Source: an optimization exercise on an open RTL-to-GDS flow (aim: small area). Production flows keep margins and buffers that such runs may drop.
Function was checked by simulation only, so behaviour that the tests miss may differ from the original.
Power and IR drop assume default switching activity.

`flow/flow/run.sh`:
```
#!/bin/bash
# The standard ORFS layout with two changes that only pick smaller cells:
#  - every port gets the smallest buffer (buf_1) instead of the delay-cell
#    buffer buffer_ports picks by default;
#  - the clock tree uses clkbuf_8 in clusters of up to 14 sinks, without
#    dummy loads.
set -euo pipefail
export BUFFER_PORTS_ARGS="-buffer_cell sky130_fd_sc_hd__buf_1"
export CTS_ARGS="-sink_clustering_enable -repair_clock_nets -dont_use_dummy_load -buf_list sky130_fd_sc_hd__clkbuf_8 -sink_clustering_size 14 -sink_clustering_max_diameter 80"
bash standard.sh > standard.log 2>&1
```
`flow/standard.sh`:
```
#!/bin/bash
# synth_recipe.tcl (not shown) runs the flow's synth.tcl, then flattens the netlist and writes it again
# the make line also repeats each setting of config.mk as NAME=value (left out here)
make -C /OpenROAD-flow-scripts/flow DESIGN_CONFIG=/design/flow/config.mk WORK_HOME=/design/flow/orfs CLKGATE_MAP_FILE= SYNTH_SCRIPT=/design/flow/synth_recipe.tcl "${@:-finish}"
```
`flow/config.mk`:
```
export PLATFORM = sky130hd
export DESIGN_NAME = simpleos_core
export DESIGN_NICKNAME = simpleos_core
export VERILOG_FILES = /design/flow/design.v
export SDC_FILE = /design/flow/constraint.sdc
export NUM_CORES = 4
export LEC_CHECK = 0
export CAP_MARGIN = 20
export CORE_MARGIN = 2
export CORE_UTILIZATION = 40
export PLACE_DENSITY = 0.6
export SLEW_MARGIN = 20
```
`flow/constraint.sdc`:
```
create_clock -name core_clock -period 7.0 [get_ports {clk}]
set_input_delay 1.4000 -clock core_clock [delete_from_list [all_inputs] [get_ports {clk}]]
set_output_delay 1.4000 -clock core_clock [all_outputs]
set_load 0.01 [all_outputs]
```
`flow/design.v`:
```
module simpleos_core (
    input  wire        clk,
    input  wire        rst,           
    output wire        mem_req,
    output wire        mem_we,
    output wire [10:0] mem_addr,
    output wire [31:0] mem_wdata,
    input  wire        mem_ack,
    input  wire [31:0] mem_rdata,
    input  wire [6:0]  rnd_value,
    output wire        rnd_take,
    output wire        out_valid,
    output wire [1:0]  out_port,
    output wire [31:0] out_data,
    output wire        anom_valid,
    output wire [31:0] anom_pc,
    output wire [31:0] anom_op,
    output wire        halted,
    output wire [1:0]  halt_code,     
    output wire [31:0] halt_addr,
    output wire [31:0] reg_ac,
    output wire [31:0] reg_x,
    output wire [31:0] reg_y,
    output wire [31:0] reg_sp,
    output wire [31:0] reg_pc,
    output wire [31:0] reg_ir,
    output wire        reg_mode       
);
    localparam [4:0] S_INIT0 = 5'd0,    
                     S_INIT1 = 5'd1,    
                     S_F0    = 5'd2,    
                     S_F1    = 5'd3,    
                     S_F2    = 5'd4,    
                     S_O1    = 5'd5,    
                     S_O2    = 5'd6,    
                     S_E0    = 5'd7,
                     S_E1    = 5'd8,
                     S_E2    = 5'd9,
                     S_E3    = 5'd10,
                     S_E4    = 5'd11,
                     S_C0    = 5'd12,   
                     S_C1    = 5'd13,   
                     S_C2    = 5'd14,   
                     S_C3    = 5'd15,   
                     S_C4    = 5'd16,   
                     S_HEND  = 5'd17,   
                     S_HALT0 = 5'd28,
                     S_HALT1 = 5'd29,
                     S_HALT2 = 5'd30;
    localparam B_AC = 0, B_SP = 1, B_PC = 2, B_IR = 3, B_T = 4, B_RD = 5, B_K = 6;
    reg  [4:0]  st;
    reg  [1:0]  sg;           
    reg  [31:0] ac, x, y, sp, pc, ir, t;
    reg         mode;
    reg         c1, c2;       
    wire [4:0] op       = ir[4:0];
    wire       hi0      = (ir[31:6] == 26'd0);
    wire       is_end   = hi0 && (ir[5:0] == 6'd50);
    wire       is_valid = hi0 && !ir[5] && (op != 5'd0) && (op != 5'd31);
    wire       has_opr  = (op >= 5'd1 && op <= 5'd5) || op == 5'd7 || op == 5'd9 ||
                          (op >= 5'd20 && op <= 5'd23);
    wire       ac_zero  = (ac == 32'd0);
    wire       t_big    = (t[30:11] != 20'd0);
    wire       priv_f   = !mode && !t[31] && (t_big || t[10:0] >= 11'd1000);
    wire       fault    = t[31] || t_big || t[10:0] >= 11'd2000 || priv_f;
    reg  [6:0] bs;
    reg  [2:0] ks;            
    reg        ax, ay, inva, cin, cp, add;
    reg        we_ac, we_x, we_y, we_sp, we_pc, we_ir, we_t;
    reg        acc, wr;
    reg  [4:0] nst;
    reg        set_kern, set_user;
    always @(*) begin
        bs = 7'd0; ks = 3'd0;
        ax = 1'b0; ay = 1'b0; inva = 1'b0; cin = 1'b0; cp = 1'b0; add = 1'b0;
        we_ac = 1'b0; we_x = 1'b0; we_y = 1'b0; we_sp = 1'b0;
        we_pc = 1'b0; we_ir = 1'b0; we_t = 1'b0;
        acc = 1'b0; wr = 1'b0;
        set_kern = 1'b0; set_user = 1'b0;
        nst = st;
        case (st)
            S_INIT0: begin
                bs[B_K] = 1'b1; cp = 1'b1;
                we_ac = 1'b1; we_x = 1'b1; we_y = 1'b1; we_pc = 1'b1;
                nst = S_INIT1;
            end
            S_INIT1: begin
                bs[B_K] = 1'b1; ks = 3'd1; cp = 1'b1; we_sp = 1'b1;
                nst = S_F0;
            end
            S_F0: begin
                bs[B_PC] = 1'b1; cp = 1'b1; we_t = 1'b1;
                nst = S_F1;
            end
            S_F1: begin
                acc = 1'b1; bs[B_RD] = 1'b1; cp = 1'b1; we_ir = mem_ack;
                if (mem_ack) nst = S_F2;
            end
            S_F2: begin
                bs[B_PC] = 1'b1; cin = 1'b1; add = 1'b1; we_pc = 1'b1; we_t = 1'b1;
                if (is_end)
                    nst = S_HEND;
                else if (!is_valid)
                    nst = S_F0;
                else if (has_opr)
                    nst = S_O1;
                else
                    nst = S_E0;
            end
            S_O1: begin
                acc = 1'b1; bs[B_RD] = 1'b1; cp = 1'b1;
                if (op == 5'd23) begin
                    we_ir = mem_ack;
                    if (mem_ack) nst = S_C0;
                end else begin
                    we_t = mem_ack;
                    if (mem_ack) nst = S_O2;
                end
            end
            S_O2: begin
                bs[B_PC] = 1'b1; cin = 1'b1; add = 1'b1; we_pc = 1'b1;
                nst = S_E0;
            end
            S_E0: begin
                nst = S_F0;
                case (op)
                    5'd1: begin bs[B_T] = 1'b1; cp = 1'b1; we_ac = 1'b1; end
                    5'd2: begin
                        acc = 1'b1; bs[B_RD] = 1'b1; cp = 1'b1; we_ac = mem_ack;
                        if (!mem_ack) nst = S_E0;
                    end
                    5'd3: begin
                        acc = 1'b1; bs[B_RD] = 1'b1; cp = 1'b1; we_t = mem_ack;
                        nst = mem_ack ? S_E1 : S_E0;
                    end
                    5'd4: begin bs[B_T] = 1'b1; ax = 1'b1; add = 1'b1; we_t = 1'b1; nst = S_E1; end
                    5'd5: begin bs[B_T] = 1'b1; ay = 1'b1; add = 1'b1; we_t = 1'b1; nst = S_E1; end
                    5'd6: begin bs[B_SP] = 1'b1; ax = 1'b1; add = 1'b1; we_t = 1'b1; nst = S_E1; end
                    5'd7: begin
                        acc = 1'b1; wr = 1'b1; bs[B_AC] = 1'b1;
                        if (!mem_ack) nst = S_E0;
                    end
                    5'd8: begin bs[B_K] = 1'b1; ks = 3'd5; cp = 1'b1; we_ac = 1'b1; end
                    5'd10: begin bs[B_AC] = 1'b1; ax = 1'b1; add = 1'b1; we_ac = 1'b1; end
                    5'd11: begin bs[B_AC] = 1'b1; ay = 1'b1; add = 1'b1; we_ac = 1'b1; end
                    5'd12: begin bs[B_AC] = 1'b1; ax = 1'b1; inva = 1'b1; cin = 1'b1; add = 1'b1; we_ac = 1'b1; end
                    5'd13: begin bs[B_AC] = 1'b1; ay = 1'b1; inva = 1'b1; cin = 1'b1; add = 1'b1; we_ac = 1'b1; end
                    5'd14: begin bs[B_AC] = 1'b1; cp = 1'b1; we_x = 1'b1; end
                    5'd15: begin bs[B_K] = 1'b1; ax = 1'b1; cp = 1'b1; we_ac = 1'b1; end
                    5'd16: begin bs[B_AC] = 1'b1; cp = 1'b1; we_y = 1'b1; end
                    5'd17: begin bs[B_K] = 1'b1; ay = 1'b1; cp = 1'b1; we_ac = 1'b1; end
                    5'd18: begin bs[B_AC] = 1'b1; cp = 1'b1; we_sp = 1'b1; end
                    5'd19: begin bs[B_SP] = 1'b1; cp = 1'b1; we_ac = 1'b1; end
                    5'd20: begin bs[B_T] = 1'b1; cp = 1'b1; we_pc = 1'b1; end
                    5'd21: begin bs[B_T] = 1'b1; cp = 1'b1; we_pc = ac_zero; end
                    5'd22: begin bs[B_T] = 1'b1; cp = 1'b1; we_pc = !ac_zero; end
                    5'd24, 5'd28: begin bs[B_SP] = 1'b1; cp = 1'b1; we_t = 1'b1; nst = S_E1; end
                    5'd25: begin bs[B_K] = 1'b1; ax = 1'b1; cin = 1'b1; add = 1'b1; we_x = 1'b1; end
                    5'd26: begin bs[B_K] = 1'b1; ax = 1'b1; inva = 1'b1; cin = 1'b1; add = 1'b1; we_x = 1'b1; nst = S_E1; end
                    5'd27: begin bs[B_SP] = 1'b1; inva = 1'b1; add = 1'b1; we_sp = 1'b1; we_t = 1'b1; nst = S_E1; end
                    5'd29: if (!mode) begin
                        bs[B_K] = 1'b1; ks = 3'd4; cp = 1'b1; we_t = 1'b1; set_kern = 1'b1; nst = S_E1;
                    end
                    5'd30: if (mode) begin
                        bs[B_SP] = 1'b1; cp = 1'b1; we_t = 1'b1; nst = S_E1;
                    end
                    default: ;    
                endcase
            end
            S_E1: begin
                nst = S_F0;
                case (op)
                    5'd24, 5'd30: begin
                        acc = 1'b1; bs[B_RD] = 1'b1; cp = 1'b1; we_pc = mem_ack;
                        nst = mem_ack ? S_E2 : S_E1;
                    end
                    5'd26: begin bs[B_K] = 1'b1; ax = 1'b1; inva = 1'b1; cp = 1'b1; we_x = 1'b1; end
                    5'd27: begin
                        acc = 1'b1; wr = 1'b1; bs[B_AC] = 1'b1;
                        if (!mem_ack) nst = S_E1;
                    end
                    5'd28: begin
                        acc = 1'b1; bs[B_RD] = 1'b1; cp = 1'b1; we_ac = mem_ack;
                        nst = mem_ack ? S_E2 : S_E1;
                    end
                    5'd29: begin
                        acc = 1'b1; wr = 1'b1; bs[B_SP] = 1'b1;
                        nst = mem_ack ? S_E2 : S_E1;
                    end
                    default: begin    
                        acc = 1'b1; bs[B_RD] = 1'b1; cp = 1'b1; we_ac = mem_ack;
                        if (!mem_ack) nst = S_E1;
                    end
                endcase
            end
            S_E2: begin
                nst = S_F0;
                case (op)
                    5'd29: begin bs[B_K] = 1'b1; ks = 3'd3; cp = 1'b1; we_sp = 1'b1; we_t = 1'b1; nst = S_E3; end
                    5'd30: begin bs[B_SP] = 1'b1; cin = 1'b1; add = 1'b1; we_sp = 1'b1; we_t = 1'b1; nst = S_E3; end
                    default: begin bs[B_SP] = 1'b1; cin = 1'b1; add = 1'b1; we_sp = 1'b1; end    
                endcase
            end
            S_E3: begin
                nst = S_F0;
                if (op == 5'd29) begin
                    acc = 1'b1; wr = 1'b1; bs[B_PC] = 1'b1;
                    nst = mem_ack ? S_E4 : S_E3;
                end else begin    
                    acc = 1'b1; bs[B_RD] = 1'b1; cp = 1'b1; we_sp = mem_ack; set_user = mem_ack;
                    if (!mem_ack) nst = S_E3;
                end
            end
            S_E4: begin    
                bs[B_K] = 1'b1; ks = 3'd2; cp = 1'b1; we_pc = 1'b1;
                nst = S_F0;
            end
            S_C0: begin
                bs[B_PC] = 1'b1; cin = 1'b1; add = 1'b1; we_pc = 1'b1;
                nst = S_C1;
            end
            S_C1: begin
                bs[B_SP] = 1'b1; inva = 1'b1; add = 1'b1; we_sp = 1'b1; we_t = 1'b1;
                nst = S_C2;
            end
            S_C2: begin
                acc = 1'b1; wr = 1'b1; bs[B_PC] = 1'b1;
                if (mem_ack) nst = S_C3;
            end
            S_C3: begin
                bs[B_IR] = 1'b1; cp = 1'b1; we_pc = 1'b1;
                nst = S_C4;
            end
            S_C4: begin
                bs[B_K] = 1'b1; ks = 3'd6; cp = 1'b1; we_ir = 1'b1;
                nst = S_F0;
            end
            S_HEND: begin
                bs[B_K] = 1'b1; cp = 1'b1; we_t = 1'b1;
                nst = S_HALT0;
            end
            default: ;    
        endcase
        if (acc && fault) begin
            we_ac = 1'b0; we_x = 1'b0; we_y = 1'b0; we_sp = 1'b0;
            we_pc = 1'b0; we_t = 1'b0; set_user = 1'b0;
            we_ir = 1'b0;
            if (st == S_C2) begin
                bs = 7'd0; bs[B_K] = 1'b1; ks = 3'd6; cp = 1'b1; we_ir = 1'b1;
            end
            nst = priv_f ? S_HALT1 : S_HALT2;
        end
        if (add && sg != 2'd2) nst = st;
    end
    reg [10:0] kval;
    always @(*) begin
        case (ks)
            3'd1:    kval = 11'd1000;
            3'd2:    kval = 11'd1500;
            3'd3:    kval = 11'd1998;
            3'd4:    kval = 11'd1999;
            3'd5:    kval = {4'd0, rnd_value};
            3'd6:    kval = 11'd23;
            default: kval = 11'd0;
        endcase
    end
    wire [31:0] bval = ({32{bs[B_AC]}} & ac) | ({32{bs[B_SP]}} & sp) | ({32{bs[B_PC]}} & pc) |
                       ({32{bs[B_IR]}} & ir) | ({32{bs[B_T]}} & t) | ({32{bs[B_RD]}} & mem_rdata) |
                       {21'd0, {11{bs[B_K]}} & kval};
    wire [31:0] aval = (({32{ax}} & x) | ({32{ay}} & y)) ^ {32{inva}};
    wire [32:0] cy;
    wire [31:0] sum;
    assign cy[0]  = cin;
    genvar i;
    generate
        for (i = 0; i < 32; i = i + 1) begin : g_add
            wire ci = (i == 11) ? (c1 & add) : (i == 22) ? (c2 & add) : cy[i];
            assign sum[i]  = aval[i] ^ bval[i] ^ ci;
            assign cy[i+1] = (aval[i] & bval[i]) | (ci & (aval[i] ^ bval[i]));
        end
    endgenerate
    wire [31:0] z = sum;
    wire s0 = !add || sg == 2'd0;
    wire s1 = !add || sg == 2'd1;
    wire s2 = !add || sg == 2'd2;
    always @(posedge clk) begin
        c1 <= cy[11];
        c2 <= cy[22];
        if (we_ac && s0) ac[10:0]  <= z[10:0];
        if (we_ac && s1) ac[21:11] <= z[21:11];
        if (we_ac && s2) ac[31:22] <= z[31:22];
        if (we_x  && s0) x[10:0]   <= z[10:0];
        if (we_x  && s1) x[21:11]  <= z[21:11];
        if (we_x  && s2) x[31:22]  <= z[31:22];
        if (we_y  && s0) y[10:0]   <= z[10:0];
        if (we_y  && s1) y[21:11]  <= z[21:11];
        if (we_y  && s2) y[31:22]  <= z[31:22];
        if (we_sp && s0) sp[10:0]  <= z[10:0];
        if (we_sp && s1) sp[21:11] <= z[21:11];
        if (we_sp && s2) sp[31:22] <= z[31:22];
        if (we_pc && s0) pc[10:0]  <= z[10:0];
        if (we_pc && s1) pc[21:11] <= z[21:11];
        if (we_pc && s2) pc[31:22] <= z[31:22];
        if (we_ir) ir <= z;
        if (we_t  && s0) t[10:0]   <= z[10:0];
        if (we_t  && s1) t[21:11]  <= z[21:11];
        if (we_t  && s2) t[31:22]  <= z[31:22];
    end
    always @(posedge clk) begin
        if (rst) begin
            st   <= S_INIT0;
            sg   <= 2'd0;
            mode <= 1'b0;
        end else begin
            st <= nst;
            sg <= (add && sg != 2'd2) ? sg + 2'd1 : 2'd0;
            if (set_kern) mode <= 1'b1;
            if (set_user) mode <= 1'b0;
        end
    end
    assign mem_req   = acc && !fault;
    assign mem_we    = wr;
    assign mem_addr  = t[10:0];
    assign mem_wdata = bval;
    assign rnd_take   = (st == S_E0) && (op == 5'd8);
    assign out_valid  = (st == S_E0) && (op == 5'd9) && (t == 32'd1 || t == 32'd2);
    assign out_port   = t[1:0];
    assign out_data   = ac;
    assign anom_valid = (st == S_F2) && (sg == 2'd0) && !is_valid && !is_end;
    assign anom_pc    = t;
    assign anom_op    = ir;
    assign halted    = (st[4:2] == 3'b111);
    assign halt_code = st[1:0];
    assign halt_addr = t;
    assign reg_ac    = ac;
    assign reg_x     = x;
    assign reg_y     = y;
    assign reg_sp    = sp;
    assign reg_pc    = pc;
    assign reg_ir    = ir;
    assign reg_mode  = mode;
endmodule
```
==> flow_summary.ini, run 1 <==
[floorplanning]
core_area_sq_um = 30700
num_rows = 64
die_width_microns = 181
die_area_sq_um = 32700
fp.dieH_microns = 181
ios = 416
initial_utilization_pct = 40.7

[global_route]
grt_antenna_before_repair = 3
grt_max_degree = 27
grt_util_met1_pct = 43.7
grt_pass1_vias = 10700
grt_util_met3_pct = 5.95
busiest_layer = met2
met2_usage_pct = 51.5
grt-ovfl-total = 0
grt_pass1_wl_microns = 76300
track_usage_pct = 31.9

[route]
antenna_left = 0
routed_wl_microns = 53700
drcViolationCount = 0
wl_per_cell_microns = 29.4
vias_per_cell = 6.05
dr.first_iter.drc_count = 1539
vias = 11000
first_pass_iters = 6

[cts]
cts_inserted_buffers = 21
cts_tree = yes
clock_latency_ns = 0.57
cts_max_path_buffers = 3
path_clk_slew_ns = 0.09
hold_buffers = 0
clockRootBuffer = clkbuf_8
htreeDepth = 1
clkSinkCount = 234

[power_and_ir_drop]
fin_total_pwr_uw = 8020
max-vdd-ir-drop_mv = 0.243
power_density_nw_per_um2 = 536
p_leak_uw = 0.00527

[synthesis]
ys.flop_type = edfxtp_1
netlist_area_sq_um = 12500
ys_seq_elements = 234
yosysSeqAreaShare_pct = 55.3
async_flop_share_pct = 0
syn_inst = 1037
synth_edf_count = 224
yosysWarningCount = 1
ys_types = 76
syn-num-nets = 1113
synth_area_per_cell_sq_um = 12.1

[layout]
final_nets = 1506
syn_to_final_growth_pct = 19.6
drive_gt1_share_pct = 13.3
final_cells = 1825

[sta]
setup_viol = 0
fin_crit_sh_pct = 96.9
rsz0062_at_grt = false
final_max_slew_viol_count = 0
skew_ns = 0.0747
tightestPinTransition_ns = 1.10
final_hold_viol_count = 0
period_needed_ns = 6.79
fmax_mhz = 147
slew_headroom_pct = 26.5

[critical_path]
r2r_start = t[27]
cp_max_fo = 7
startpoint = t[27]
cp.required_ns = 7.25
critPathCaptureType = flop
worstPathArrival_ns = 7.04
crit_type = flop to flop
cp-start-kind = flop

[placement]
gp_congestion = 0.992
dp_hpwl_microns = 41000
io_buffers = 415
dp_cells = 1787

[flow_run]
cap_violations = 0

[hold_path]
hold_start = sg[0]
hold_path_class = flop to flop

[status]
status = no timing/DRC/antenna violations
critical path, stage by stage, from the launching register on:
cell	delay [ns]
edfxtp_1	0.49
nor4_1	0.43
nand3_1	0.26
nor3_2	0.25
and2_1	0.20
o21a_2	0.23
a221oi_1	0.13
fa_1	0.48
fa_1	0.41
fa_1	0.40
fa_1	0.39
fa_1	0.39
fa_1	0.41
fa_1	0.39
fa_1	0.38
inv_1	0.08
fa_1	0.15
inv_1	0.05
fa_1	0.37
inv_1	0.09
fa_2	0.49
cells in the final DEF (no fill, tap or decap), types with 5 or more instances in the layout:
cell | Yosys | routed
or3_1 | 5 | 5
a221oi_1 | 19 | 18
a211oi_1 | 10 | 9
nand4_1 | 14 | 14
o21ai_0 | 25 | 20
a22oi_1 | 36 | 36
dfxtp_1 | 10 | 7
and3_1 | 6 | 5
a222oi_1 | 27 | 27
nor4_1 | 26 | 25
nor2b_1 | 11 | 10
xor2_1 | 16 | 16
edfxtp_1 | 224 | 224
a31oi_1 | 6 | 6
buf_1 | 6 | 415
o31ai_1 | 10 | 10
o21ai_1 | 2 | 5
nor2_1 | 49 | 45
nand2b_1 | 11 | 11
a221o_1 | 31 | 31
a211o_1 | 6 | 6
clkbuf_8 | 0 | 21
nand3_1 | 15 | 15
buf_4 | 111 | 126
nand2_1 | 89 | 89
inv_1 | 40 | 40
nor3_1 | 17 | 13
xnor2_1 | 23 | 22
a21oi_1 | 16 | 16
fa_1 | 31 | 30
per-layer routing:
layer	vias to the layer above	routed length, microns	part of all wire (%)
li1	4653	-	-
met1	5556	21300	40
met3	89	5510	10
met2	735	25000	47
met4	2	1800	3.4
met5	-	13	0.024
path summary, 6_finish.rpt:
path / endpoint / slack (ns) / cells past startpoint
max reg2reg: ac[21] / 0.21 / 20
max: ac[21] / 0.21 / 20
min reg2reg: sg[0] / 0.47 / 1
min: sg[0] / 0.47 / 1
logic make-up after synthesis:
logic type                 synth area share (%)
xor gates and xnor gates                   2.73
muxes                                     0.240
AOI/OAI and AO/OA                          15.4
DFF                                        55.3
buffers and inverters                      10.1
adders and majority gates                  5.26
and+or+nand+nor                            11.0
final cells by class:
| class | count | area, sq um |
|---|---|---|
| Clock buffer | 21 | 289 |
| Fill cell | 2885 | 15800 |
| Multi-Input combinational cell | 587 | 4530 |
| Sequential cell | 234 | 6930 |
| Inverter | 40 | 150 |
| Antenna cell | 1 | 2.50 |
| Timing Repair Buffer | 546 | 2580 |
| Tap cell | 396 | 495 |
registers in the layout, indices dropped and copies added (netlist names):
register  flops
c2            1
ac           32
y            32
mode          1
sg            2
ir           32
t            32
pc           32
sp           32
x            32
st            5
c1            1
stage by stage:
stage | utilization, % | setup slack, ns | setup TNS [ns] | instance area (sq um) | hold slack (ns)
after floorplan | - | 0.268 | 0 | 12500 | 0.426
after global placement | 47.0 | -0.149 | -1.90 | 14500 | 0.440
after detailed placement | 47.1 | -0.157 | -2.09 | 14500 | 0.447
after CTS | 48.2 | 0.0547 | 0 | 14800 | 0.464
after global routing | 48.7 | 0.0241 | 0 | 15000 | 0.514
final | 48.7 | 0.214 | 0 | 15000 | 0.474
what timing repair did:
action / in CTS / in global routing
buffers inserted: 4 / 12
cloned: 0 / 0
resized for setup: 4 / 15
pin swaps: 0 / 2
endpoints found under the setup margin: 21 / 21
report_power, final:
| group | leakage, uW | internal (uW) | switching (uW) |
|---|---|---|---|
| sequential | 0.00225 | 2720 | 720 |
| combinational | 0.00287 | 1160 | 2720 |
| clock | 0.000151 | 269 | 440 |
| total | 0.00527 | 4150 | 3880 |
synth_stat cells (all sizes together) (4+ instances only):
cell	instances	area [sq um]
edfxtp	224	6730
buf	138	967
nand2	89	334
nor2	49	184
inv	40	150
clkbuf	38	143
a22oi	36	270
a221o	31	310
fa	31	621
a222oi	27	270
o21ai	27	135
nor4	26	163
xnor2	23	201
a221oi	19	166
a21oi	17	96.4
nor3	17	85.1
xor2	16	140
nand3	15	75.1
nand4	14	87.6
a211oi	11	87.6
nand2b	11	68.8
nor2b	11	68.8
dfxtp	10	200
o31ai	10	75.1
a211o	6	52.6
a31oi	6	37.5
and3	6	37.5
a21o	5	45.0
nor3b	5	42.5
o32ai	5	43.8
or3	5	31.3
a22o	4	35.0
nand3b	4	30.0
o211ai	4	30.0
o22ai	4	25.0
==> run 2: changes to the inputs <==
--- a/flow/design.v
+++ b/flow/design.v
@@ -45,4 +45,6 @@
                      S_C4    = 5'd16,   
                      S_HEND  = 5'd17,   
+                     S_CF1   = 5'd18,   
+                     S_CF2   = 5'd19,   
                      S_HALT0 = 5'd28,
                      S_HALT1 = 5'd29,
@@ -236,4 +238,8 @@
                 nst = S_F0;
             end
+            S_CF1, S_CF2: begin
+                bs[B_K] = 1'b1; ks = 3'd6; cp = 1'b1; we_ir = 1'b1;
+                nst = st[0] ? S_HALT2 : S_HALT1;
+            end
             S_HEND: begin
                 bs[B_K] = 1'b1; cp = 1'b1; we_t = 1'b1;
@@ -246,8 +252,8 @@
             we_pc = 1'b0; we_t = 1'b0; set_user = 1'b0;
             we_ir = 1'b0;
-            if (st == S_C2) begin
-                bs = 7'd0; bs[B_K] = 1'b1; ks = 3'd6; cp = 1'b1; we_ir = 1'b1;
-            end
-            nst = priv_f ? S_HALT1 : S_HALT2;
+            if (st == S_C2)
+                nst = priv_f ? S_CF1 : S_CF2;
+            else
+                nst = priv_f ? S_HALT1 : S_HALT2;
         end
         if (add && sg != 2'd2) nst = st;
==> run 2 against run 1 <==
  * Count of clock-buffer cells in the layout shrank 1
  * Largest power group unchanged
  * Clock skew increased by 0.028 ns
  * Still clean on timing, DRC and antenna
  * Critical path depth up 1
  * Sequential share of layout area increased by 1.6 points
==> flow_summary.ini, run 2 <==
[synthesis]
yosysSeqAreaShare_pct = 55.4
synthTopCellsByCount = edfxtp_1, buf_4, nand2_1
synth_area_leaders = edfxtp_1, buf_4, fa_1
ys.flop_type = edfxtp_1
netlist_area_sq_um = 12500
synth_edf_count = 224
ys_types = 85
async_flop_share_pct = 0
synth_area_per_cell_sq_um = 12.0
syn-num-nets = 1119
yosysMostFrequentCell = edfxtp_1
synthDominantCellAreaShare_pct = 53.8
syn_inst = 1042
yosysWarningCount = 1
synth_top_cell_by_area = edfxtp_1
ys_seq_elements = 234

[cts]
hold_buffers = 0
clockRootBuffer = clkbuf_8
cts_tree = yes
path_clk_slew_ns = 0.09
htreeDepth = 1
cts_inserted_buffers = 20
clock_latency_ns = 0.58
cts_max_path_buffers = 3
clkSinkCount = 234

[route]
vias_per_cell = 5.99
vias = 10700
antenna_left = 0
first_pass_iters = 8
dr.first_iter.drc_count = 1300
drcViolationCount = 0
wl_per_cell_microns = 28.5
routed_wl_microns = 50900

[critical_path]
worstRegToRegCells = 21
rr_endpoint = t[21]
ff2ff_setup_slack_ns = 0.23
cp_max_fo = 8
worstPathArrival_ns = 6.97
r2r_start = st[2]
cp.required_ns = 7.20
critPathCaptureType = flop
crit_type = flop to flop
cp-start-kind = flop

[sta]
fmax_mhz = 148
tightestPinTransition_ns = 1.10
final_hold_viol_count = 0
setup_viol = 0
rsz0062_at_grt = false
final_max_slew_viol_count = 0
fin_crit_sh_pct = 96.7
tns_ns = 0
period_needed_ns = 6.77
slew_headroom_pct = 25.9
skew_ns = 0.102
fin_ws_ns = 0.230

[placement]
io_buffers = 415
gp_congestion = 0.923
pre_cts_slack_ns = 0.245
dp_hpwl_microns = 38600

[layout]
syn_to_final_growth_pct = 15.7
final_cell_mix = buf_1, edfxtp_1, nand2_1
final_nets = 1469
fillerInstances = 2895
drive_gt1_share_pct = 10.1
final_common_cell = buf_1

[hold_path]
hold_path_class = flop to flop
hold_depth = 1
hold_start = sg[0]
holdPathEnd = sg[0]

[power_and_ir_drop]
p_leak_uw = 0.00494
p_int_uw = 3920
comb_power_share_pct = 46.0
max-vdd-ir-drop_mv = 0.228
p_clk_share_pct = 9.2
swShare_pct = 48.0
p_sw_uw = 3620
pwr-share-seq_pct = 44.8
power_density_nw_per_um2 = 522

[global_route]
grt_pass1_vias = 10000
grt_antenna_before_repair = 2
track_usage_pct = 30.0
grt_pass1_wl_microns = 72300
grt-ovfl-total = 0
grt_max_degree = 22

[floorplanning]
die_width_microns = 181
ios = 416
num_rows = 64
core_area_sq_um = 30700
initial_utilization_pct = 40.7
fp.dieH_microns = 181
die_area_sq_um = 32700

[flow_run]
cap_violations = 0

[status]
status = no timing/DRC/antenna violations
==> run 2: cell count changes in the layout (fill, tap and decap cells not counted), moves of 8 or more <==
cell      before  now
and4_1         2   12
buf_4        126   81
a221oi_1      18    4
nor3_1        13   22
a22oi_1       36   53
a221o_1       31    3
nand3_1       15   28
nor2_1        45   37
==> run 2: cell families after synthesis <==
kind of cell	Yosys count	synth area share, %
AND/OR/NAND/NOR	308	13.2
flip-flops	234	55.4
buffers and inverters	217	10.3
AO/OA/AOI/OAI	207	12.8
XOR/XNOR	38	2.66
adder cells (fa/ha/maj)	35	5.37
multiplexers	3	0.240
==> run 2: worst max path at each step <==
stage | start | endpoint | slack, ns | cells after the start
2_1_floorplan | ir[2] | ac[21] | 0.57 | 22
3_3_place_gp | st[0] | sp[10] | 0.34 | 21
3_5_place_dp | ir[3] | y[31] | 0.25 | 20
4_1_cts | ir[3] | ac[21] | 0.19 | 20
5_1_grt | ir[2] | ir[10] | 0.007 | 22
6_report | st[2] | t[21] | 0.23 | 21
==> run 2: layer usage <==
layer  track usage [%]  wire length [microns]
met1              43.5                  21300
met2              47.3                  23800
met3              4.47                   4540
met4              7.61                   1280
met5                 0                      0
==> run 2: power by group through the flow <==
| stage | Sequential (uW) | Clock [uW] | Combinational, uW |
|---|---|---|---|
| after detailed placement | 3390 | 0 | 3420 |
| after CTS | 3370 | 708 | 3440 |
| after global placement | 3390 | 0 | 3420 |
| after global routing | 3440 | 748 | 3710 |
| after floorplan | 3360 | 0 | 1830 |
| final | 3380 | 694 | 3470 |
==> run 2: critical path: stages (launching register included) <==
cell and delay, ns:
dfxtp_1 0.47, or3b_1 0.44, nor2_4 0.22, buf_4 0.21, nand2_1 0.12, nor2_4 0.28
a22oi_1 0.14, xor2_1 0.18, fa_1 0.44, fa_1 0.40, fa_1 0.40, fa_1 0.40
fa_1 0.39, fa_1 0.40, fa_1 0.39, fa_1 0.38, inv_1 0.08, fa_1 0.16
inv_1 0.05, fa_1 0.35, inv_1 0.07, fa_1 0.50
==> run 2: final cells by class <==
type                    instances  area [sq um]  share of cell area [%]
flip-flops and latches        234          6930                    47.9
multi-input cells             591          4390                    30.4
repair buffers                497          2190                    15.1
inverters                      48           180                    1.25
well taps                     396           495                    3.43
clock buffers                  20           275                    1.90
diodes                          1          2.50                  0.0173
==> run 2: per-stage QoR <==
stage	util (%)	area, sq um	total power [uW]	hold slack, ns	instances
floorplan	-	12500	5180	0.428	1042
global placement	46.1	14100	6810	0.448	1762
detailed placement	46.1	14100	6820	0.465	1762
CTS	47.0	14400	7510	0.473	1782
global route	47.1	14500	7890	0.502	1787
finish	47.1	14500	7550	0.475	1787
==> run 2: what timing repair did <==
action,in CTS,in global routing
setup buffers,0,4
resized for setup,0,2
setup endpoints to repair,0,14
==> run 3: changes to the inputs <==
--- a/flow/design.v
+++ b/flow/design.v
@@ -43,5 +43,5 @@
                      S_C2    = 5'd14,   
                      S_C3    = 5'd15,   
-                     S_C4    = 5'd16,   
+                     S_F1C   = 5'd16,   
                      S_HEND  = 5'd17,   
                      S_CF1   = 5'd18,   
@@ -55,5 +55,5 @@
     reg  [31:0] ac, x, y, sp, pc, ir, t;
     reg         mode;
-    reg         c1, c2;       
+    reg         c1, c2, c3;   
     wire [4:0] op       = ir[4:0];
     wire       hi0      = (ir[31:6] == 26'd0);
@@ -231,10 +231,10 @@
             end
             S_C3: begin
-                bs[B_IR] = 1'b1; cp = 1'b1; we_pc = 1'b1;
-                nst = S_C4;
+                bs[B_IR] = 1'b1; cp = 1'b1; we_pc = 1'b1; we_t = 1'b1;
+                nst = S_F1C;
             end
-            S_C4: begin
-                bs[B_K] = 1'b1; ks = 3'd6; cp = 1'b1; we_ir = 1'b1;
-                nst = S_F0;
+            S_F1C: begin
+                acc = 1'b1; bs[B_RD] = 1'b1; cp = 1'b1; we_ir = mem_ack;
+                if (mem_ack) nst = S_F2;
             end
             S_CF1, S_CF2: begin
@@ -252,10 +252,10 @@
             we_pc = 1'b0; we_t = 1'b0; set_user = 1'b0;
             we_ir = 1'b0;
-            if (st == S_C2)
+            if (st == S_C2 || st == S_F1C)
                 nst = priv_f ? S_CF1 : S_CF2;
             else
                 nst = priv_f ? S_HALT1 : S_HALT2;
         end
-        if (add && sg != 2'd2) nst = st;
+        if (add && sg != 2'd3) nst = st;
     end
     reg [10:0] kval;
@@ -281,5 +281,5 @@
     generate
         for (i = 0; i < 32; i = i + 1) begin : g_add
-            wire ci = (i == 11) ? (c1 & add) : (i == 22) ? (c2 & add) : cy[i];
+            wire ci = (i == 8) ? (c1 & add) : (i == 16) ? (c2 & add) : (i == 24) ? (c3 & add) : cy[i];
             assign sum[i]  = aval[i] ^ bval[i] ^ ci;
             assign cy[i+1] = (aval[i] & bval[i]) | (ci & (aval[i] ^ bval[i]));
@@ -290,26 +290,31 @@
     wire s1 = !add || sg == 2'd1;
     wire s2 = !add || sg == 2'd2;
+    wire s3 = !add || sg == 2'd3;
     always @(posedge clk) begin
-        c1 <= cy[11];
-        c2 <= cy[22];
-        if (we_ac && s0) ac[10:0]  <= z[10:0];
-        if (we_ac && s1) ac[21:11] <= z[21:11];
-        if (we_ac && s2) ac[31:22] <= z[31:22];
-        if (we_x  && s0) x[10:0]   <= z[10:0];
-        if (we_x  && s1) x[21:11]  <= z[21:11];
-        if (we_x  && s2) x[31:22]  <= z[31:22];
-        if (we_y  && s0) y[10:0]   <= z[10:0];
-        if (we_y  && s1) y[21:11]  <= z[21:11];
-        if (we_y  && s2) y[31:22]  <= z[31:22];
-        if (we_sp && s0) sp[10:0]  <= z[10:0];
-        if (we_sp && s1) sp[21:11] <= z[21:11];
-        if (we_sp && s2) sp[31:22] <= z[31:22];
-        if (we_pc && s0) pc[10:0]  <= z[10:0];
-        if (we_pc && s1) pc[21:11] <= z[21:11];
-        if (we_pc && s2) pc[31:22] <= z[31:22];
+        c1 <= cy[8];
+        c2 <= cy[16];
+        c3 <= cy[24];
+        if (we_ac && s0) ac[7:0] <= z[7:0];
+        if (we_ac && s1) ac[15:8] <= z[15:8];
+        if (we_ac && s2) ac[23:16] <= z[23:16];
+        if (we_ac && s3) ac[31:24] <= z[31:24];
+        if (we_x && s0) x[7:0] <= z[7:0];
+        if (we_x && s1) x[15:8] <= z[15:8];
+        if (we_x && s2) x[23:16] <= z[23:16];
+        if (we_x && s3) x[31:24] <= z[31:24];
+        if (we_y) y <= z;
+        if (we_sp && s0) sp[7:0] <= z[7:0];
+        if (we_sp && s1) sp[15:8] <= z[15:8];
+        if (we_sp && s2) sp[23:16] <= z[23:16];
+        if (we_sp && s3) sp[31:24] <= z[31:24];
+        if (we_pc && s0) pc[7:0] <= z[7:0];
+        if (we_pc && s1) pc[15:8] <= z[15:8];
+        if (we_pc && s2) pc[23:16] <= z[23:16];
+        if (we_pc && s3) pc[31:24] <= z[31:24];
         if (we_ir) ir <= z;
-        if (we_t  && s0) t[10:0]   <= z[10:0];
-        if (we_t  && s1) t[21:11]  <= z[21:11];
-        if (we_t  && s2) t[31:22]  <= z[31:22];
+        if (we_t && s0) t[7:0] <= z[7:0];
+        if (we_t && s1) t[15:8] <= z[15:8];
+        if (we_t && s2) t[23:16] <= z[23:16];
+        if (we_t && s3) t[31:24] <= z[31:24];
     end
     always @(posedge clk) begin
@@ -320,5 +325,5 @@
         end else begin
             st <= nst;
-            sg <= (add && sg != 2'd2) ? sg + 2'd1 : 2'd0;
+            sg <= add ? sg + 2'd1 : 2'd0;
             if (set_kern) mode <= 1'b1;
             if (set_user) mode <= 1'b0;
==> flow/flow/run.sh (replaced) <==
#!/bin/bash
# The standard ORFS layout with two changes that only pick smaller cells:
#  - every port gets the smallest buffer (buf_1) instead of the delay-cell
#    buffer buffer_ports picks by default;
#  - the clock tree uses clkbuf_8 in clusters of up to 18 sinks, without
#    dummy loads.
set -euo pipefail
export BUFFER_PORTS_ARGS="-buffer_cell sky130_fd_sc_hd__buf_1"
export CTS_ARGS="-sink_clustering_enable -repair_clock_nets -dont_use_dummy_load -buf_list sky130_fd_sc_hd__clkbuf_8 -sink_clustering_size 18 -sink_clustering_max_diameter 80"
bash standard.sh > standard.log 2>&1
--- a/flow/config.mk
+++ b/flow/config.mk
@@ -8,5 +8,5 @@
 export CAP_MARGIN = 20
 export CORE_MARGIN = 2
-export CORE_UTILIZATION = 40
-export PLACE_DENSITY = 0.6
+export CORE_UTILIZATION = 50
+export PLACE_DENSITY = 0.65
 export SLEW_MARGIN = 20
==> run 3 against run 2 <==
  * Sequential share of layout area rose by 0.81 points
  * Design area fell by 1.4%
  * Die area fell by 18%
  * Global-route usage rose by 4.9 points
  * Critical path type unchanged
  * Critical endpoint is now ir[15]
  * Largest cell class unchanged
==> flow_summary.ini, run 3 <==
[critical_path]
critical_path_depth = 18
cp.required_ns = 7.22
ff2ff_setup_slack_ns = 0.75
crit_top_cell = fa_1
worstRegToRegCells = 18
r2r_start = ir[2]
crit_end = ir[15]
cp_max_fo = 31
cp-start-kind = flop
crit_type = flop to flop
max_stage_delay_ns = 0.99
rr_endpoint = ir[15]
startpoint = ir[2]
critPathSlowestCell = edfxtp_1
critPathTopFamily = adder cells
worstPathArrival_ns = 6.47
crit_buf_inv = 4
critPathCaptureType = flop
crit_chain = nand3b_1 > nor2_1 > nor2_1 > nor4_4 > buf_4 > nand2_1 > and4_1 > fa_1 > fa_1 > fa_1 > fa_1 > fa_1 > inv_1 > fa_1 > inv_1 > fa_1 > inv_1 > fa_1

[status]
status = no timing/DRC/antenna violations

[cts]
cts_inserted_buffers = 17
cts_resized = 0
cts_max_path_buffers = 3
clockRootBuffer = clkbuf_8
clock_latency_ns = 0.55
cts_tree = yes
hold_buffers = 0
post_cts_buffers = 0
clkSinkCount = 235
htreeDepth = 1
path_clk_slew_ns = 0.11

[sta]
fmax_mhz = 160
rsz0062_at_grt = false
tightestPinTransition_ns = 1.02
period_needed_ns = 6.25
tns_ns = 0
skew_ns = 0.109
fin_crit_sh_pct = 89.3
setup_viol = 0
slew_headroom_pct = 32.0
final_hold_viol_count = 0
final_max_slew_viol_count = 0

[synthesis]
ys_seq_elements = 235
synth_top_cell_by_area = edfxtp_1
yosysWarningCount = 1
synth_edf_count = 224
synthTopCellsByCount = edfxtp_1, buf_4, nand2_1
yosysMostFrequentCell = edfxtp_1
syn-num-nets = 1159
synthDominantCellAreaShare_pct = 52.5
async_flop_share_pct = 0
ys.flop_type = edfxtp_1
netlist_area_sq_um = 12800
syn_inst = 1081
yosysSeqAreaShare_pct = 54.2
synth_area_per_cell_sq_um = 11.9
synth_area_leaders = edfxtp_1, buf_4, fa_1
ys_types = 84

[global_route]
met2_usage_pct = 52.0
grt_util_met3_pct = 7.68
grt-ovfl-total = 0
grt_antenna_before_repair = 0
grt_max_degree = 33
busiest_layer = met2
grt_pass1_wl_microns = 67400
grt_pass1_vias = 9708
grt_util_met1_pct = 51.7
track_usage_pct = 34.9

[layout]
final_nets = 1462
finish.utilization_pct = 56.6
syn_to_final_growth_pct = 11.2
drive_gt1_share_pct = 7.16
final_common_cell = buf_1
n_antenna_cell = 0
fillerInstances = 2220
final_cell_mix = buf_1, edfxtp_1, nand2_1

[floorplanning]
num_rows = 58
fp.dieH_microns = 164
die_width_microns = 164
die_area_sq_um = 26900
core_area_sq_um = 25200
initial_utilization_pct = 50.9
ios = 416

[route]
first_pass_iters = 8
vias_per_cell = 6.31
drcViolationCount = 0
wl_per_cell_microns = 28.4
routed_wl_microns = 48600
vias = 10800
antenna_left = 0
dr.first_iter.drc_count = 1537

[hold_path]
hold_path_class = flop to flop
hold_start = sg[0]

[placement]
io_buffers = 415
dp_hpwl_microns = 36700
gp_congestion = 0.961

[power_and_ir_drop]
max-vdd-ir-drop_mv = 0.272
power_density_nw_per_um2 = 539
p_leak_uw = 0.00470

[flow_run]
cap_violations = 0
==> run 3: kinds of logic after synthesis <==
family	share of synthesized area [%]
and+or+nand+nor	13.6
DFF	54.2
AOI/OAI and AO/OA	13.6
buffers and inverters	10.7
xor gates and xnor gates	2.53
adders and majority gates	5.33
muxes	0.156
==> run 3: layout make-up <==
cell class              count  area [sq um]  share of cell area, %
repair buffers            457          1870                   13.1
well taps                 330           413                   2.90
flip-flops and latches    235          6950                   48.7
inverters                  52           195                   1.37
multi-input cells         621          4590                   32.2
clock buffers              17           234                   1.64
==> run 3: per-layer routing <==
layer	routed length, microns	share of wire (%)	vias to the layer above
met4	1350	2.8	0
met5	0	0	-
li1	-	-	4535
met2	22100	46	826
met1	19300	40	5373
met3	5770	12	77
==> run 3: worst min-delay path by stage <==
| stage | to | slack, ns | cells past startpoint |
|---|---|---|---|
| floorplan | sg[0] | 0.46 | 1 |
| global placement | sg[0] | 0.48 | 1 |
| detailed placement | sg[0] | 0.49 | 1 |
| CTS | sg[0] | 0.50 | 1 |
| global route | sg[0] | 0.53 | 1 |
| finish | sg[0] | 0.51 | 1 |
==> run 3: metrics by stage <==
stage	instance area [sq um]	power [uW]	worst slack (ns)	cells	hold WS (ns)
after global routing	14300	8020	0.389	1712	0.534
after global placement	14000	6970	0.922	1695	0.478
after CTS	14300	7600	0.787	1712	0.502
after floorplan	12800	5500	1.45	1081	0.456
after detailed placement	14000	6970	0.863	1695	0.490
final	14300	7680	0.751	1712	0.512
==> run 3: report_power, final <==
group	switching (uW)	internal, uW
clock	421	220
combinational	2590	995
sequential	740	2720
==> run 4: changes to the inputs <==
==> flow/flow/run.sh (replaced) <==
#!/bin/bash
# The standard ORFS layout with changes that only pick smaller cells:
#  - every port gets the smallest buffer (buf_1) instead of the delay-cell
#    buffer buffer_ports picks by default;
#  - the clock tree uses clkbuf_8 in clusters of up to 18 sinks, without
#    dummy loads;
#  - after global routing, ORFS's power recovery downsizes gates that have
#    slack to spare, and flow/post_grt.tcl then repairs any slew or
#    capacitance limit that broke.
# Each tool's output is in standard.log and under orfs/logs.
set -euo pipefail
export BUFFER_PORTS_ARGS="-buffer_cell sky130_fd_sc_hd__buf_1"
export CTS_ARGS="-sink_clustering_enable -repair_clock_nets -dont_use_dummy_load -buf_list sky130_fd_sc_hd__clkbuf_8 -sink_clustering_size 18 -sink_clustering_max_diameter 80"
# downsize gates that have slack to spare, then repair what that breaks
export RECOVER_POWER=100
export POST_GLOBAL_ROUTE_TCL="$PWD/flow/post_grt.tcl"
bash standard.sh > standard.log 2>&1
==> flow/flow/post_grt.tcl (new file) <==
# After ORFS's power recovery (which downsizes gates off the critical paths),
# repair any slew or capacitance limit the downsizing broke, then re-route
# the nets that changed.
global_route -start_incremental
repair_design_helper
detailed_placement
global_route -end_incremental
estimate_parasitics -global_routing
report_check_types -max_slew -max_capacitance -violators
report_worst_slack -max
==> run 4 against run 3 <==
  * Count of clock-buffer cells in the layout stayed put
  * Combinational power barely moved
  * Clock skew increased by 0.00072 ns
  * Clock power is 0.6% higher
  * Via count fell by 0.82%
  * Power is 0.35% lower
  * Critical path type unchanged
  * Largest power group unchanged
==> flow_summary.ini, run 4 <==
[status]
status = no timing/DRC/antenna violations

[floorplanning]
die_width_microns = 164
initial_utilization_pct = 50.9
die_area_sq_um = 26900
ios = 416
core_area_sq_um = 25200
fp.dieH_microns = 164
num_rows = 58

[critical_path]
crit_type = flop to flop
r2r_start = ir[4]
cp_max_fo = 15
cp.required_ns = 7.27
worstRegToRegCells = 18
ff2ff_setup_slack_ns = 0.53
rr_endpoint = x[7]
startpoint = ir[4]
cp-start-kind = flop
crit_end = x[7]
critPathCaptureType = flop
worstPathArrival_ns = 6.73

[route]
vias_per_cell = 6.26
drcViolationCount = 0
wl_per_cell_microns = 28.3
routed_wl_microns = 48400
antenna_left = 0
first_pass_iters = 6
dr.first_iter.drc_count = 1534
vias = 10700

[cts]
cts_tree = yes
hold_buffers = 0
clockRootBuffer = clkbuf_8
clock_latency_ns = 0.55
htreeDepth = 1
cts_inserted_buffers = 17
path_clk_slew_ns = 0.11
post_cts_buffers = 0
cts_max_path_buffers = 3
clkSinkCount = 235
cts_resized = 0

[placement]
dp_hpwl_microns = 36700
dp_cells = 1695
io_buffers = 415
gp_congestion = 0.961

[hold_path]
hold_path_class = flop to flop
hold_depth = 1

[synthesis]
ys_types = 84
ys.flop_type = edfxtp_1
synth_edf_count = 224
ys_seq_elements = 235
syn-num-nets = 1159
synthTopCellsByCount = edfxtp_1, buf_4, nand2_1
synth_top_cell_by_area = edfxtp_1
synthDominantCellAreaShare_pct = 52.5
synth_area_leaders = edfxtp_1, buf_4, fa_1
yosysSeqAreaShare_pct = 54.2
yosysWarningCount = 1
syn_inst = 1081
yosysMostFrequentCell = edfxtp_1
netlist_area_sq_um = 12800
synth_area_per_cell_sq_um = 11.9
async_flop_share_pct = 0

[sta]
fmax_mhz = 155
tns_ns = 0
slew_headroom_pct = 31.9
period_needed_ns = 6.47
final_max_slew_viol_count = 0
skew_ns = 0.109
tightestPinTransition_ns = 1.02
whs_ns = 0.514
setup_viol = 0
fin_crit_sh_pct = 92.4
final_hold_viol_count = 0

[power_and_ir_drop]
fin_total_pwr_uw = 7650
max-vdd-ir-drop_mv = 0.272
p_leak_uw = 0.00463
power_density_nw_per_um2 = 539

[global_route]
grt_max_degree = 33
track_usage_pct = 34.9
grt-ovfl-total = 0
grt_antenna_before_repair = 0
grt_pass1_wl_microns = 67400
grt_pass1_vias = 9708

[layout]
n_antenna_cell = 0
final_cells = 1714
drive_gt1_share_pct = 5.35
fillerInstances = 2235
syn_to_final_growth_pct = 10.7
final_common_cell = buf_1
final_cell_mix = buf_1, edfxtp_1, nand2_1
final_nets = 1464

[flow_run]
cap_violations = 0
-- run 4: cell count changes in the layout (fill, tap and decap cells not counted), sizes merged --
cell,delta
clkinv,+6
clkbuf,+11
inv,-6
buf,-9
-- run 4: stage by stage --
step                setup WS [ns]  cell area, sq um  util, %
finish                      0.535             14200     56.4
CTS                         0.787             14300     56.6
detailed placement          0.863             14000     55.7
global placement            0.922             14000     55.7
floorplan                    1.45             12800        -
-- run 4: area by class of cell --
type	count	area, sq um	area share (%)
inverters	52	195	1.38
well taps	330	413	2.91
repair buffers	459	1870	13.2
multi-input cells	621	4530	31.9
clock buffers	17	234	1.65
flip-flops and latches	235	6950	48.9
-- run 4: how the worst min path moves through the flow --
stage / end / startpoint
floorplan: sg[0] / sg[0]
global placement: sg[0] / sg[0]
detailed placement: sg[0] / sg[0]
CTS: sg[0] / sg[0]
finish: sg[0] / sg[0]
-- run 4: cell families (layout without fill, tap and decap cells) --
group                      after synthesis  in the layout  synth area share (%)
adders and majority gates               36             36                  5.33
muxes                                    2              2                 0.156
buffers and inverters                  225            528                  10.7
and+or+nand+nor                        321            321                  13.6
AOI/OAI and AO/OA                      225            225                  13.6
DFF                                    235            235                  54.2
xor gates and xnor gates                37             37                  2.53
-- run 4: metal layers --
metal  up-vias  GRT usage (%)  routed length [microns]
li1       4535              -                        -
met1      5292           51.7                    19400
met2       809           52.0                    21900
met3        86           7.68                     5710
met4         0           9.61                     1440
met5         -              0                        0
-- run 4: critical path: stages, from the launching register on --
cell and delay [ns]:
edfxtp_1 0.60, buf_4 0.28, nor2_1 0.50, nand2_1 0.21
a2bb2oi_2 0.22, o32ai_4 0.35, clkbuf_1 0.68, a221oi_1 0.25
and2_0 0.28, fa_1 0.44, fa_1 0.39, fa_1 0.39
fa_1 0.36, inv_1 0.08, fa_1 0.16, inv_1 0.05
fa_1 0.36, inv_1 0.07, fa_1 0.50
-- run 4: report_power, final --
part / switching (uW) / total [uW] / internal, uW
clock: 426 / 645 / 220
sequential: 738 / 3460 / 2720
combinational: 2570 / 3550 / 979
total: 3730 / 7650 / 3920

re-timing with driven ports:
How much do the figures lean on ideal ports? The routed layouts below were timed once more, with nothing changed but the port constraints.
Step 1, drivers: a clkbuf_16 drives clk and a buf_2 each remaining input, both assumed.
Step 2 times the ports against the registers' clock, not the clock port: input delays grow and output delays shrink by t, the midpoint of the rising clock arrivals with the driver on.
a / b / c = ideal ports / drivers / drivers and shift; a / b = the first two.
run | t, ns | setup slack, ns | cell pins on the clock port's net
run 1 | 0.579 | 0.214 / 0.214 / 0.214 | 1
run 2 | 0.582 | 0.230 / 0.230 / 0.230 | 1
run 3 | 0.541 | 0.751 / 0.751 / 0.751 | 1
run 4 | 0.543 | 0.535 / 0.535 / 0.535 | 1
After both steps setup and hold are still met in every run listed.
